Background: an optimization exercise with open tools, aiming at small area. Do not read the settings as production practice.
Only simulation tests tie the RTL to the original design; equivalence was not proved.
No activity file was given, so power comes from the tool's default toggle rates.

--- flow/config.mk ---
export PLATFORM = sky130hd
export DESIGN_NAME = ir_core
export DESIGN_NICKNAME = ir_core
export VERILOG_FILES = /design/flow/design.v
export SDC_FILE = /design/flow/constraint.sdc
export NUM_CORES = 4
export LEC_CHECK = 0
export CAP_MARGIN = 20
export CORE_MARGIN = 2
export CORE_UTILIZATION = 40
export SLEW_MARGIN = 20
--- flow/constraint.sdc ---
create_clock -name core_clock -period 10.0 [get_ports {clk}]
set_input_delay 2.0000 -clock core_clock [delete_from_list [all_inputs] [get_ports {clk}]]
set_output_delay 2.0000 -clock core_clock [all_outputs]
set_load 0.01 [all_outputs]
--- flow/design.v ---
module ir_core (
    input  wire clk,
    input  wire rst,
    input  wire calib_ok,
    input  wire tick,
    input  wire edge_rise,
    input  wire edge_fall,
    input  wire poll,
    output wire status,
    output wire motor_dir_fwd,
    output wire motor_dir_rev,
    output wire motor_pwm,
    output wire motor_en,
    output wire servo_pwm,
    output wire cmd_ready,
    output wire diag_desync,
    output wire diag_double_edge
);
    localparam [14:0] WD_BOUND = 15'd30000;
    reg        run;           
    reg        status_q;
    reg        fwd, rev;
    reg        desync_q, double_q;
    reg        armed;
    reg [5:0]  bc;            
    reg        match;         
    reg [3:0]  nib;           
    reg [5:0]  elapsed;       
    reg [14:0] wd;            
    reg [2:0]  mag;           
    reg [1:0]  mcnt;
    reg [2:0]  sidx;          
    reg [7:0]  scnt;          
    wire t   = tick & run;
    wire er  = edge_rise & run;
    wire ef  = edge_fall & run;
    wire p   = poll & run;
    wire rise_only = er & ~ef;
    wire fall_only = ef & ~er;
    wire ready  = bc[5];
    wire bc_nz  = |bc;
    wire take   = fall_only & ~armed & ~ready;
    wire lt11   = elapsed < 6'd11;
    wire lt31   = elapsed < 6'd31;
    wire lt60   = elapsed < 6'd60;
    wire append = take & lt31;
    wire bitv   = ~lt11;
    wire clr_e  = take & ~lt31;              
    wire hdr    = take & ~lt31 & lt60;
    reg  expb;
    reg  anyb;
    always @* begin
        anyb = 1'b0;
        case (bc[4:2])
            3'd0, 3'd1: expb = 1'b0;
            3'd2, 3'd3: expb = 1'b1;
            3'd4:       expb = 1'b0;
            3'd5:       begin expb = 1'b0; anyb = 1'b1; end
            3'd6:       expb = 1'b1;
            default:    expb = ~nib[3];
        endcase
    end
    wire m_cur   = match | ~bc_nz;
    wire m_app   = m_cur & (anyb | (bitv == expb));
    wire nib_sh  = bc[4] & bc[2];
    wire [3:0] nib_mid = (append & nib_sh) ? {nib[2:0], bitv ^ bc[3]} : nib;
    wire match_mid = append ? m_app : match;
    wire [5:0] bc_app = bc + 6'd1;
    wire full  = append & bc[4] & bc[3] & bc[2] & bc[1] & bc[0];
    wire wd_one  = (wd == 15'd1) & ~full;
    wire wd_fire = t & wd_one;
    wire [5:0] bc_mid = (clr_e | wd_fire) ? 6'd0 : append ? bc_app : bc;
    wire rdy_mid = (bc_mid[5]);
    wire pv      = p & rdy_mid;
    wire cmdok   = pv & match_mid;
    wire c_inc   = cmdok & (nib_mid == 4'd1);
    wire c_dec   = cmdok & (nib_mid == 4'd2);
    wire c_stop  = cmdok & (nib_mid == 4'd3);
    wire c_adv   = cmdok & (nib_mid == 4'd5);
    wire c_ret   = cmdok & (nib_mid == 4'd6);
    wire c_neu   = cmdok & (nib_mid == 4'd7);
    wire c_tog   = cmdok & (nib_mid == 4'd8);
    wire m0      = (mag == 3'd0);
    wire m4      = mag[2];
    wire mdec    = c_inc ? rev : (~rev & ~m0);       
    wire mset    = (c_inc | c_dec) & (mdec | ~m4);
    wire [1:0] mcnt_t = t ? mcnt + 2'd1 : mcnt;
    wire s_set   = (c_adv & (sidx != 3'd4)) | (c_ret & (sidx != 3'd0)) | c_neu;
    wire [7:0] scnt_t = t ? ((scnt == 8'd199) ? 8'd0 : scnt + 8'd1) : scnt;
    always @(posedge clk) begin
        nib <= nib_mid;
        if (rst) begin
            run      <= calib_ok;
            status_q <= 1'b0;
            fwd      <= calib_ok;
            rev      <= 1'b0;
            desync_q <= 1'b0;
            double_q <= 1'b0;
            armed    <= 1'b1;
            bc       <= 6'd0;
            wd       <= WD_BOUND;
            mag      <= 3'd0;
            mcnt     <= 2'd0;
            sidx     <= 3'd2;
            scnt     <= 8'd0;
        end else begin
            desync_q <= hdr & bc_nz;
            double_q <= er & ef;
            if (rise_only)
                elapsed <= t ? 6'd1 : 6'd0;
            else if (t && elapsed != 6'd63)
                elapsed <= elapsed + 6'd1;
            if (rise_only) armed <= 1'b0;
            if (pv) armed <= 1'b1;
            if (append) match <= m_app;
            bc <= pv ? 6'd0 : bc_mid;
            if (t)
                wd <= full ? WD_BOUND - 15'd1 : wd_one ? WD_BOUND : wd - 15'd1;
            else if (full)
                wd <= WD_BOUND;
            mcnt <= mcnt_t;
            if (mset) begin
                mag  <= mdec ? mag - 3'd1 : mag + 3'd1;
                mcnt <= 2'd0;
                if (mdec) begin
                    if (mag == 3'd1) begin fwd <= 1'b0; rev <= 1'b0; end
                end else begin
                    fwd <= c_inc;
                    rev <= c_dec;
                end
            end
            if (c_stop) begin
                mag  <= 3'd0;
                mcnt <= 2'd0;
                fwd  <= 1'b0;
                rev  <= 1'b0;
            end
            scnt <= scnt_t;
            if (s_set) begin
                scnt <= 8'd0;
                sidx <= c_neu ? 3'd2 : c_adv ? sidx + 3'd1 : sidx - 3'd1;
            end
            if (c_tog) status_q <= ~status_q;
        end
    end
    reg [4:0] duty;
    always @* begin
        case (sidx)
            3'd0:    duty = 5'd10;
            3'd1:    duty = 5'd12;
            3'd2:    duty = 5'd15;
            3'd3:    duty = 5'd18;
            default: duty = 5'd20;
        endcase
    end
    assign status           = status_q;
    assign motor_dir_fwd    = fwd;
    assign motor_dir_rev    = rev;
    assign motor_pwm        = m4 | ({1'b0, mcnt} < mag);
    assign motor_en         = run;
    assign servo_pwm        = run & (scnt[7:5] == 3'd0) & (scnt[4:0] < duty);
    assign cmd_ready        = ready;
    assign diag_desync      = desync_q;
    assign diag_double_edge = double_q;
endmodule
--- flow/run.sh ---
#!/bin/bash
# synth_recipe.tcl (not shown) runs the flow's synth.tcl, then flattens the netlist and writes it again
# the make line also repeats each setting of config.mk as NAME=value (left out here)
make -C /OpenROAD-flow-scripts/flow DESIGN_CONFIG=/design/flow/config.mk WORK_HOME=/design/flow/orfs CLKGATE_MAP_FILE= SYNTH_SCRIPT=/design/flow/synth_recipe.tcl finish
==> results of run 1 <==
flip-flops by register name (all words and copies together) (netlist names):
register and flops:
wd 15, scnt 8, bc 6, elapsed 6, nib 4, mag 3, sidx 3, mcnt 2
armed 1, desync_q 1, double_q 1, fwd 1, match 1, rev 1, run 1, status_q 1
routing by layer:
layer / GRT usage / vias to the layer above
met2: 0.274 / 48
met1: 0.230 / 1334
met3: 0.0266 / 9
met4: 0.0464 / 0
met5: 0 / -
li1: - / 1481
layout make-up:
| type | count | area share |
|---|---|---|
| Clock buffer | 7 | 0.0208 |
| Tap cell | 105 | 0.0358 |
| Sequential cell | 55 | 0.324 |
| Clock inverter | 1 | 0.00136 |
| Timing Repair Buffer | 16 | 0.0429 |
| Inverter | 21 | 0.0215 |
| Multi-Input combinational cell | 317 | 0.554 |
cell families (layout without fill, tap and decap cells):
logic type,Yosys count,after routing,share of synthesized area
and+or+nand+nor,177,177,0.267
AOI/OAI and AO/OA,90,90,0.182
DFF,55,55,0.354
buffers and inverters,36,45,0.0427
xor gates and xnor gates,25,25,0.0650
adders and majority gates,21,21,0.0780
muxes,4,4,0.0123
cells in the mapped netlist, drive strengths merged (3+ instances only):
cell type,number
dfxtp,46
or3,7
clkbuf,9
and3,3
nor3,17
or2,4
inv,20
mux2i,3
o22ai,3
a31oi,4
o31ai,3
and2,5
buf,6
o221ai,3
xor2,14
ha,21
o211ai,6
nor4,7
nor2,50
xnor2,11
o21ai,21
a21oi,20
nand3,11
nand4,10
o21a,5
edfxtp,9
nand2,48
a41o,3
metrics by stage:
stage | worst slack, ns | hold WS, ns
detailed placement | 5.08 | 0.471
CTS | 5.10 | 0.491
finish | 5.13 | 0.497
floorplan | 5.81 | 0.450
global route | 4.91 | 0.515
global placement | 5.14 | 0.474
critical path: stages, from the launching register on:
cell and delay (ns):
dfxtp_1 0.40, inv_1 0.10, ha_1 0.24, or2_2 0.29
a21oi_1 0.16, ha_1 0.24, nor2b_1 0.12, o21ai_0 0.15
nand2b_1 0.08, a211oi_1 0.22, clkdlybuf4s50_1 0.56
worst min path at each step:
| stage | start | end | slack (ns) | depth (start not counted) |
|---|---|---|---|---|
| after floorplan | wd[11]$_SDFFE_PP0P_ | wd[11]$_SDFFE_PP0P_ | 0.45 | 1 |
| after global placement | wd[12]$_SDFFE_PP1P_ | wd[12]$_SDFFE_PP1P_ | 0.47 | 2 |
| after detailed placement | wd[11]$_SDFFE_PP0P_ | wd[11]$_SDFFE_PP0P_ | 0.47 | 1 |
| after CTS | wd[11]$_SDFFE_PP0P_ | wd[11]$_SDFFE_PP0P_ | 0.49 | 1 |
| after global routing | wd[11]$_SDFFE_PP0P_ | wd[11]$_SDFFE_PP0P_ | 0.52 | 1 |
| final | wd[11]$_SDFFE_PP0P_ | wd[11]$_SDFFE_PP0P_ | 0.50 | 1 |
cell usage in the layout (no fill, tap or decap), types with 3 or more instances in the layout:
cell type	n
clkbuf_8	5
xnor2_1	11
inv_1	20
nand2_1	48
or2_2	3
mux2i_1	3
and2_1	5
edfxtp_1	9
o21ai_0	19
nor2_1	50
or3_1	6
xor2_1	14
dfxtp_1	46
a31oi_1	4
nor3_2	3
o221ai_1	3
nand3_1	11
o211ai_1	5
ha_1	21
nor4_1	6
nand4_1	10
nor3_1	14
o22ai_1	3
a21oi_1	20
o31ai_1	3
clkdlybuf4s50_1	15
o21a_1	5
and3_1	3
power breakdown:
group	switching (W)	total [W]	internal, W
logic	0.0000225	0.0000388	0.0000163
registers	0.00000686	0.000238	0.000231
clock network	0.0000690	0.000118	0.0000494
==> reports/summary.txt, run 1 <==
outcome - timing/DRC/antenna clean
via count - 2872
Reg area - 1190 um^2
Clock Sinks - 55
Routed Wire Length - 7190 um
final total power - 0.000395 W
RR Startpoint - elapsed[0]$_DFFE_PP_
final core utilization - 0.449
total track usage - 0.168
number of global-route vias before repair - 2670
pwr dens - 107 nW/um^2
drt initial violations - 130
Initial Util - 0.412
max-cap violations - 0
Final GP Congestion - 0.859
Gate Count Post-Synth - 408
ys flop type - dfxtp_1
fin. max-slew vios - 0
Max FO, Critical Path - 4
Tmin final - 4.87 ns
CTS Hold Bufs - 0
Syn Nets - 436
Worst Path Arrival - 2.87 ns
register area share after synthesis - 0.354
FF+latch count, synth - 55
Peak Freq - 0.205 GHz
final hold vios - 0
Avg WL per Cell - 13.8 um
Layout area overhead - 9.06%
worst skew pair latency - 0.30 ns
CTS tree - built
Worst Max-Slew Pin Slew - 1.01 ns
top cell type's share of synthesized area - 0.273
Pre-Repair DR Iteration Count - 4
Area contributors post-synth - dfxtp_1, edfxtp_1, ha_1
WS Path Type - flip-flop to output port
RSZ-0062 raised after global routing - false
worst setup path endpoint - servo_pwm
hpwl dp - 5350 um
Worst Setup SP - sidx[0]$_SDFFE_PP0P_
Post-synth EDFFs - 9
Die Y-Extent - 95.8 um
Core Box Area - 8180 um^2
Syn Area/Cell - 8.26 um^2
GRT Residual Overflow - 0
share of cells above drive strength 1 - 0.0552
area of the multi-input gates - 2030 um^2
filler instances - 819
Post-synth ARST share - 0
area of the mapped netlist - 3370 um^2
die width - 95.8 um
Tcrit/Tclk final - 0.487
root buf cell - clkbuf_8
Port Buffers - 15
reg2reg setup slack - 6.79 ns
Post-CTS Setup Inserts - 0
CTS-repair resized insts - 0
Die ar. - 9170 um^2
clock-pin slew on the worst setup and hold paths - 0.09 ns
Boundary Pins - 16
htree depth - 2
met3 wire len - 228 um
largest net degree at the start of global routing - 25
Rel. slew slack - 0.318
R2R Path End - rev$_SDFFE_PP0P_
Inst Count DP - 514
antenna violations before repair - 0
n_diodes - 0
skew final - 0.00439 ns
startpoint class of the critical path - flip-flop
Distinct cells, synth - 69
WP data required - 8.00 ns
worst hold path type - flip-flop to flip-flop
DP Area - 3590 um^2
Final Setup Violations - 0
vias per cell - 5.50
final net count - 444
CP Capture Type - output port
post-route ant nets - 0
global-route wire length before repair - 12400 um
non-filler cells, final - 522
DRC errors left - 0
M1 wire length - 3610 um
Final Cell Area - 3670 um^2
area leader, netlist - dfxtp_1
total CTS buffers - 5
r2r worst-path depth - 8
clock buffer depth - 2
Max VDD drop - 0.0620 mV
Leakage Power - 1.33 nW
site row count - 33
met2 wire len - 3270 um
Max Used Layer - met4
Syn. warnings - 1
final setup TNS - 0 ns
==> inputs of run 2 (changes only) <==
--- a/flow/design.v
+++ b/flow/design.v
@@ -16,7 +16,7 @@
     output wire diag_desync,
     output wire diag_double_edge
 );
-    localparam [14:0] WD_BOUND = 15'd30000;
+    localparam [14:0] WD_LAST = 15'd29999;
     reg        run;           
     reg        status_q;
     reg        fwd, rev;
@@ -65,11 +65,40 @@
     wire nib_sh  = bc[4] & bc[2];
     wire [3:0] nib_mid = (append & nib_sh) ? {nib[2:0], bitv ^ bc[3]} : nib;
     wire match_mid = append ? m_app : match;
-    wire [5:0] bc_app = bc + 6'd1;
     wire full  = append & bc[4] & bc[3] & bc[2] & bc[1] & bc[0];
-    wire wd_one  = (wd == 15'd1) & ~full;
+    function [15:0] incr15(input [14:0] q, input ci);
+        integer i;
+        reg c;
+        begin
+            c = ci;
+            for (i = 0; i < 15; i = i + 1) begin
+                incr15[i] = q[i] ^ c;
+                c = c & q[i];
+            end
+            incr15[15] = c;
+        end
+    endfunction
+    function [7:0] incr8(input [7:0] q, input ci);
+        integer i;
+        reg c;
+        begin
+            c = ci;
+            for (i = 0; i < 8; i = i + 1) begin
+                incr8[i] = q[i] ^ c;
+                c = c & q[i];
+            end
+        end
+    endfunction
+    wire [15:0] wd_inc_c = incr15(wd, t);
+    wire [14:0] wd_inc   = wd_inc_c[14:0];
+    wire [7:0] el_inc_w = incr8({2'b00, elapsed}, t & ~(&elapsed));
+    wire [5:0] el_inc   = el_inc_w[5:0];
+    wire [7:0] sc_inc   = incr8(scnt, t);
+    wire       sc_wrap  = t & scnt[7] & scnt[6] & scnt[2] & scnt[1] & scnt[0];
+    wire [7:0] bc_inc_w = incr8({2'b00, bc}, 1'b1);
+    wire wd_one  = (&(wd | ~WD_LAST)) & ~full;
     wire wd_fire = t & wd_one;
-    wire [5:0] bc_mid = (clr_e | wd_fire) ? 6'd0 : append ? bc_app : bc;
+    wire [5:0] bc_mid = (clr_e | wd_fire) ? 6'd0 : append ? bc_inc_w[5:0] : bc;
     wire rdy_mid = (bc_mid[5]);
     wire pv      = p & rdy_mid;
     wire cmdok   = pv & match_mid;
@@ -86,9 +115,10 @@
     wire mset    = (c_inc | c_dec) & (mdec | ~m4);
     wire [1:0] mcnt_t = t ? mcnt + 2'd1 : mcnt;
     wire s_set   = (c_adv & (sidx != 3'd4)) | (c_ret & (sidx != 3'd0)) | c_neu;
-    wire [7:0] scnt_t = t ? ((scnt == 8'd199) ? 8'd0 : scnt + 8'd1) : scnt;
+    wire [7:0] scnt_t = sc_wrap ? 8'd0 : sc_inc;
     always @(posedge clk) begin
         nib <= nib_mid;
+        elapsed <= rise_only ? {5'd0, t} : el_inc;    
         if (rst) begin
             run      <= calib_ok;
             status_q <= 1'b0;
@@ -98,7 +128,7 @@
             double_q <= 1'b0;
             armed    <= 1'b1;
             bc       <= 6'd0;
-            wd       <= WD_BOUND;
+            wd       <= 15'd0;
             mag      <= 3'd0;
             mcnt     <= 2'd0;
             sidx     <= 3'd2;
@@ -106,18 +136,16 @@
         end else begin
             desync_q <= hdr & bc_nz;
             double_q <= er & ef;
-            if (rise_only)
-                elapsed <= t ? 6'd1 : 6'd0;
-            else if (t && elapsed != 6'd63)
-                elapsed <= elapsed + 6'd1;
             if (rise_only) armed <= 1'b0;
             if (pv) armed <= 1'b1;
             if (append) match <= m_app;
             bc <= pv ? 6'd0 : bc_mid;
-            if (t)
-                wd <= full ? WD_BOUND - 15'd1 : wd_one ? WD_BOUND : wd - 15'd1;
-            else if (full)
-                wd <= WD_BOUND;
+            if (full)
+                wd <= {14'd0, t};
+            else if (wd_fire)
+                wd <= 15'd0;
+            else
+                wd <= wd_inc;
             mcnt <= mcnt_t;
             if (mset) begin
                 mag  <= mdec ? mag - 3'd1 : mag + 3'd1;
==> flow/flow/run.sh (new file) <==
#!/bin/bash
# Own layout flow: the standard synthesis, then an area-oriented re-mapping
# of the combinational logic (registers kept as synthesized, same instances),
# then the standard ORFS layout with small port buffers.
set -euo pipefail
WORK=$(cd "$(dirname "$0")/.." && pwd)
cd "$WORK"
R=$WORK/orfs/results/${FLOW_PLATFORM:-sky130hd}/ir_core/base
LIB=$FLOW_HOME/platforms/sky130hd/lib/sky130_fd_sc_hd__tt_025C_1v80.lib

# 1. standard synthesis, unchanged
bash standard.sh synth > "$WORK/log_1_standard_synth.txt" 2>&1

# 2. re-map the combinational logic for area
cp "$R/1_2_yosys.v" "$WORK/std_synth.v"
SEQ=$(grep -o 'sky130_fd_sc_hd__[a-z0-9_]*' "$WORK/std_synth.v" | sort -u | grep -E '__(e?s?df|dl|conb)' | tr '\n' ' ')
sed -e "s#@SEQ@#$SEQ#; s#@LIB@#$LIB#g; s#@IN@#$WORK/std_synth.v#; s#@SCRIPT@#$WORK/flow/area.abc#; s#@OUT@#$WORK/reopt.v#" \
    flow/reopt.ys > "$WORK/reopt_run.ys"
yosys -l "$WORK/log_2_reopt.txt" -s "$WORK/reopt_run.ys" > /dev/null 2>&1
cp "$WORK/reopt.v" "$R/1_2_yosys.v"
rm -f "$R/1_synth.odb" "$R/1_synth.sdc"

# 3. the standard layout from the re-mapped netlist
export BUFFER_PORTS_ARGS="-buffer_cell sky130_fd_sc_hd__buf_1"
bash standard.sh finish > "$WORK/log_3_layout.txt" 2>&1
==> flow/flow/area.abc (new file) <==
strash
&get -n
&deepsyn -T 20
&put
dch -f
amap
==> flow/flow/reopt.ys (new file) <==
# Re-map the combinational part of the standard synthesis netlist. Registers
# and tie cells are black boxes, so they keep their instances and names.
read_liberty -ignore_miss_func @LIB@
read_verilog -defer @IN@
hierarchy -top ir_core
blackbox @SEQ@
flatten
delete t:$scopeinfo
opt_clean
tee -o @OUT@.stat_before.txt stat -liberty @LIB@
techmap
opt -fast
abc -liberty @LIB@ -script @SCRIPT@ -dont_use *lpflow* -dont_use *probe*
setundef -zero
splitnets
opt_clean -purge
hilomap -singleton -hicell sky130_fd_sc_hd__conb_1 HI -locell sky130_fd_sc_hd__conb_1 LO
opt_clean -purge
hierarchy -top ir_core
read_liberty -lib -overwrite @LIB@
tee -o @OUT@.stat_after.txt stat -liberty @LIB@
check -assert
write_verilog -noattr -noexpr -nohex -nodec @OUT@
==> flow/standard.sh (new file) <==
#!/bin/bash
# synth_recipe.tcl (not shown) runs the flow's synth.tcl, then flattens the netlist and writes it again
# the make line also repeats each setting of config.mk as NAME=value (left out here)
make -C /OpenROAD-flow-scripts/flow DESIGN_CONFIG=/design/flow/config.mk WORK_HOME=/design/flow/orfs CLKGATE_MAP_FILE= SYNTH_SCRIPT=/design/flow/synth_recipe.tcl "${@:-finish}"
removed: flow/run.sh
==> reports/summary.txt, run 2 <==
outcome - timing/DRC/antenna clean
Boundary Pins - 16 (unchanged)
share of cells above drive strength 1 - 0.0223 (-0.0329)
Initial Util - 0.416 (+0.00344)
n_diodes - 0 (unchanged)
CTS Hold Bufs - 0 (unchanged)
Max Used Layer - met4
Max FO, Critical Path - 6 (+2)
Routed Wire Length - 4450 um (-38%)
WP data required - 10.22 ns (+2.22 ns)
Die Y-Extent - 79.6 um (-17%)
largest net degree at the start of global routing - 18 (-28%)
WHS - 0.461 ns (-0.0354 ns)
htree depth - 2 (unchanged)
final total power - 0.000416 W (+5.3%)
reg2reg setup slack - 5.99 ns (-0.80 ns)
drt initial violations - 105 (-19%)
DRC errors left - 0 (unchanged)
worst setup path endpoint - mag[2]$_SDFFE_PP0P_
met3 wire len - 135 um (-41%)
post-route ant nets - 0 (unchanged)
Tmin final - 5.37 ns (+0.507 ns)
via count - 1954 (-32%)
global-route wire length before repair - 8060 um (-35%)
vias per cell - 5.06 (-8.0%)
final hold vios - 0 (unchanged)
WS Path Type - primary input to flip-flop
RR Startpoint - run$_DFFE_PP_
r2r worst-path depth - 17 (+9)
highest-count cells in the layout ignoring fill and taps - nor2_1, dfxtp_1, clkinv_1
fin. max-slew vios - 0 (unchanged)
Avg WL per Cell - 11.5 um (-16%)
antenna violations before repair - 0 (unchanged)
area of the mapped netlist - 2290 um^2 (-32%)
Peak Freq - 0.186 GHz (-9.4%)
CP Capture Type - flip-flop
worst skew pair latency - 0.31 ns (about the same)
max reg flops - 15 (unchanged)
Regs by FF count - wd x15, scnt x8
M1 wire length - 2260 um (-37%)
Pre-Repair DR Iteration Count - 4 (unchanged)
Syn Area/Cell - 7.86 um^2 (-4.8%)
Die ar. - 6340 um^2 (-31%)
root buf cell - clkbuf_8
Max VDD drop - 0.0740 mV (+19%)
Tcrit/Tclk final - 0.537 (+0.0507)
total track usage - 0.158 (-0.00951)
Clock Sinks - 55 (unchanged)
max-cap violations - 0 (unchanged)
final core utilization - 0.462 (+0.0124)
CTS tree - built
Top reg by flops - wd
pwr dens - 163 nW/um^2 (+52%)
Worst Setup SP - edge_rise
total CTS buffers - 5 (unchanged)
Layout area overhead - 11.2%
Post-CTS Setup Inserts - 0 (unchanged)
Final Cell Area - 2540 um^2 (-31%)
R2R Path End - mag[2]$_SDFFE_PP0P_
hpwl dp - 3360 um (-37%)
final setup TNS - 0 ns (unchanged)
Worst Path Arrival - 5.59 ns (+2.72 ns)
Syn Nets - 298 (-32%)
met2 wire len - 2030 um (-38%)
worst hold path type - flip-flop to flip-flop
number of global-route vias before repair - 1807 (-32%)
Rel. slew slack - 0.386 (+0.0682)
final net count - 320 (-28%)
Worst Max-Slew Pin Slew - 0.911 ns (-0.101 ns)
Syn. warnings - 1 (unchanged)
Final Setup Violations - 0 (unchanged)
skew final - 0.0143 ns (+0.00993 ns)
clock-pin slew on the worst setup and hold paths - 0.09 ns (about the same)
die width - 79.6 um (-17%)
GRT Residual Overflow - 0 (unchanged)
site row count - 27 (-18%)
Leakage Power - 0.873 nW (-34%)
CTS-repair resized insts - 0 (unchanged)
Gate Count Post-Synth - 291 (-29%)
startpoint class of the critical path - primary input
most common cell after layout, fill and taps aside - nor2_1
Core Box Area - 5510 um^2 (-33%)
RSZ-0062 raised after global routing - false
Port Buffers - 15 (unchanged)
clock buffer depth - 2 (unchanged)
Final GP Congestion - 0.810 (-5.7%)
DP Area - 2430 um^2 (-32%)
==> run 2: power breakdown <==
group	total (W)	leakage (nW)	switching (W)	internal, W
Combinational	0.0000317	0.366	0.0000204	0.0000113
Clock	0.000146	0.0557	0.0000708	0.0000750
Sequential	0.000238	0.452	0.00000653	0.000232
==> run 2: through the flow <==
stage | setup WS [ns] | cells
5_1_grt | 4.19 | 386
6_report | 4.63 | 386
3_3_place_gp | 4.43 | 378
2_1_floorplan | 5.04 | 291
4_1_cts | 4.65 | 386
3_5_place_dp | 4.34 | 378
==> run 2: critical path, cell delays in order <==
cell	delay (ns)
buf_1	0.08
or4_1	0.52
nor2_1	0.25
nand2_1	0.14
nor2_1	0.19
nand2_1	0.12
clkinv_1	0.07
and3_1	0.25
o21ai_0	0.16
nor3_1	0.47
nand3_1	0.18
nor2_1	0.21
o21ai_0	0.17
or2_0	0.30
o21ai_0	0.25
nor2_1	0.08
a211oi_1	0.15
==> run 2: cell type report <==
class | count | area, um^2
Inverter | 33 | 124
Clock buffer | 6 | 72.6
Tap cell | 72 | 90.1
Multi-Input combinational cell | 203 | 1030
Timing Repair Buffer | 15 | 56.3
Clock inverter | 2 | 36.3
Sequential cell | 55 | 1130
Fill cell | 564 | 2960
==> run 2: routing by layer <==
| layer | global-route usage | up-vias |
|---|---|---|
| li1 | - | 1055 |
| met4 | 0.0414 | 0 |
| met5 | 0 | - |
| met1 | 0.213 | 871 |
| met3 | 0.0373 | 2 |
| met2 | 0.255 | 26 |
==> run 2: worst min path at each step <==
stage	from	to	slack, ns	depth (start not counted)
after floorplan	armed$_SDFFE_PP1P_	armed$_SDFFE_PP1P_	0.43	1
after global placement	status_q$_SDFFE_PP0P_	status_q$_SDFFE_PP0P_	0.44	1
after detailed placement	status_q$_SDFFE_PP0P_	status_q$_SDFFE_PP0P_	0.45	1
after CTS	status_q$_SDFFE_PP0P_	status_q$_SDFFE_PP0P_	0.46	1
after global routing	bc[1]$_SDFFE_PP0N_	bc[1]$_SDFFE_PP0N_	0.49	2
final	status_q$_SDFFE_PP0P_	status_q$_SDFFE_PP0P_	0.46	1
==> inputs of run 3 (changes only) <==
--- a/flow/flow/run.sh
+++ b/flow/flow/run.sh
@@ -22,4 +22,5 @@
 
 # 3. the standard layout from the re-mapped netlist
 export BUFFER_PORTS_ARGS="-buffer_cell sky130_fd_sc_hd__buf_1"
+export CTS_ARGS="-sink_clustering_enable -repair_clock_nets -dont_use_dummy_load"
 bash standard.sh finish > "$WORK/log_3_layout.txt" 2>&1
==> reports/summary.txt, run 3 <==
outcome - timing/DRC/antenna clean
RSZ-0062 raised after global routing - false
startpoint class of the critical path - primary input
CTS-repair resized insts - 0 (unchanged)
htree depth - 2 (unchanged)
site row count - 27 (unchanged)
Boundary Pins - 16 (unchanged)
clock buffer depth - 2 (unchanged)
largest net degree at the start of global routing - 17 (-1)
Top Family by Delay on Critical Path - simple AND/OR/NAND/NOR gates
total track usage - 0.158 (-0.000479)
antenna violations before repair - 0 (unchanged)
highest-count cells in the layout ignoring fill and taps - nor2_1, dfxtp_1, clkinv_1
Crit path top cell by count - nor2_1
Port Buffers - 15 (unchanged)
worst hold path type - flip-flop to flip-flop
final core utilization - 0.455 (-0.00727)
fin. max-slew vios - 0 (unchanged)
clock-pin slew on the worst setup and hold paths - 0.07 ns (-0.02 ns)
Tmin final - 5.38 ns (+0.00706 ns)
WS Path Type - primary input to flip-flop
CP Capture Type - flip-flop
worst skew pair latency - 0.30 ns (about the same)
Post-CTS Setup Inserts - 0 (unchanged)
skew final - 0.0228 ns (+0.00849 ns)
Final Cell Area - 2500 um^2 (-1.6%)
Syn Nets - 298 (unchanged)
worst path cell trace - buf_1 -> or4_1 -> nor2_1 -> nand2_1 -> nor2_1 -> nand2_1 -> clkinv_1 -> and3_1 -> o21ai_0 -> nor3_1 -> nand3_1 -> nor2_1 -> o21ai_0 -> or2_0 -> o21ai_0 -> nor2_1 -> a211oi_1
Layout area overhead - 9.40%
pwr dens - 151 nW/um^2 (-7.3%)
CP max stage delay - 0.52 ns (about the same)
Die ar. - 6340 um^2 (unchanged)
Syn Area/Cell - 7.86 um^2 (unchanged)
Syn. warnings - 1 (unchanged)
CTS Hold Bufs - 0 (unchanged)
share of cells above drive strength 1 - 0.0161 (-0.00622)
Top reg by flops - wd
post-route ant nets - 0 (unchanged)
Max VDD drop - 0.0709 mV (-4.1%)
Die Y-Extent - 79.6 um (unchanged)
Tcrit/Tclk final - 0.538 (+0.000706)
via count - 1915 (-2.0%)
Worst Max-Slew Pin Slew - 0.914 ns (+0.00338 ns)
Final GP Congestion - 0.810 (unchanged)
GRT Residual Overflow - 0 (unchanged)
WP data required - 10.20 ns (-0.02 ns)
final hold vios - 0 (unchanged)
Worst Path Arrival - 5.59 ns (about the same)
Rel. slew slack - 0.384 (-0.00228)
hpwl dp - 3360 um (unchanged)
final total power - 0.000379 W (-8.8%)
Peak Freq - 0.186 GHz (-0.13%)
max-cap violations - 0 (unchanged)
DRC errors left - 0 (unchanged)
final net count - 320 (unchanged)
number of global-route vias before repair - 1811 (+0.22%)
Avg WL per Cell - 11.5 um (-0.42%)
CTS tree - built
total CTS buffers - 5 (unchanged)
root buf cell - clkbuf_8
Regs by FF count - wd x15, scnt x8
DP Area - 2430 um^2 (unchanged)
Crit-path slowest cell - or4_1
Routed Wire Length - 4400 um (-1.2%)
Max FO, Critical Path - 6 (unchanged)
n_diodes - 0 (unchanged)
final setup TNS - 0 ns (unchanged)
Clock Sinks - 55 (unchanged)
drt initial violations - 84 (-20%)
vias per cell - 5.00 (-1.2%)
most common cell after layout, fill and taps aside - nor2_1
Pre-Repair DR Iteration Count - 4 (unchanged)
global-route wire length before repair - 8030 um (-0.35%)
Core Box Area - 5510 um^2 (unchanged)
Gate Count Post-Synth - 291 (unchanged)
Initial Util - 0.416 (unchanged)
die width - 79.6 um (unchanged)
max reg flops - 15 (unchanged)
Final Setup Violations - 0 (unchanged)
Leakage Power - 0.853 nW (-2.3%)
number of buffers and inverters on the critical path - 2 (unchanged)
area of the mapped netlist - 2290 um^2 (unchanged)
run 3: area by class of cell:
class,count,area (um^2)
fill,565,3000
sequential,55,1130
multi-input combinational,203,1030
inverter,33,124
tap,72,90.1
clock buffer,5,68.8
timing repair buffer,15,56.3
run 3: per-stage QoR:
stage          worst slack, ns  hold WS (ns)  std cells
2_1_floorplan             5.04         0.428        291
3_3_place_gp              4.43         0.438        378
3_5_place_dp              4.34         0.449        378
4_1_cts                   4.64         0.462        383
5_1_grt                   4.18         0.489        383
6_report                  4.62         0.457        383
run 3: power breakdown:
group / internal [W] / switching [W] / total, W
combinational: 0.0000113 / 0.0000203 / 0.0000316
clock: 0.0000454 / 0.0000642 / 0.000110
sequential: 0.000232 / 0.00000649 / 0.000238
total: 0.000288 / 0.0000910 / 0.000379
run 3: path summary, 6_finish.rpt:
check	cells after the start	slack (ns)	endpoint	startpoint
worst min register to register	1	0.46	status_q$_SDFFE_PP0P_	status_q$_SDFFE_PP0P_
worst max register to register	17	5.99	mag[2]$_SDFFE_PP0P_	run$_DFFE_PP_
worst min-delay path	1	0.46	status_q$_SDFFE_PP0P_	status_q$_SDFFE_PP0P_
worst max-delay path	17	4.62	mag[2]$_SDFFE_PP0P_	edge_rise
run 3: layer usage:
layer / share of wire / vias to the layer above / GRT usage
met3: 0.026 / 2 / 0.0373
li1: - / 1052 / -
met4: 0.0055 / 0 / 0.0414
met5: 0 / - / 0
met1: 0.52 / 843 / 0.211
met2: 0.45 / 18 / 0.256

re-timing with driven ports:
Ports are ideal in the flow. The routed layouts listed here were re-timed in OpenROAD. Step 1, drivers: a clkbuf_16 drives clk and a buf_2 each remaining input, both assumed. Step 2 times the ports against the registers' clock, not the clock port: input delays grow and output delays shrink by t, the midpoint of the rising clock arrivals with the driver on. a / b / c = ideal ports / drivers / drivers and shift; a / b = the first two.
run | t, ns | slack for setup (ns) | hold slack, ns | worst data-port slew with drivers (ns) | pins driven straight from the clock port
run 1 | 0.330 | 5.133 / 5.103 / 5.056 | 0.497 / 0.497 / 0.497 | 0.03 | 1
run 2 | 0.329 | 4.626 / 4.634 / 4.305 | 0.461 / 0.461 / 0.461 | 0.03 | 1
run 3 | 0.320 | 4.619 / 4.627 / 4.307 | 0.457 / 0.457 / 0.457 | 0.03 | 1
After both steps setup and hold are still met in every run listed. For run 2, which loses most, drivers alone change the setup slack by +0.008 ns; drivers and shift together by -0.321 ns.
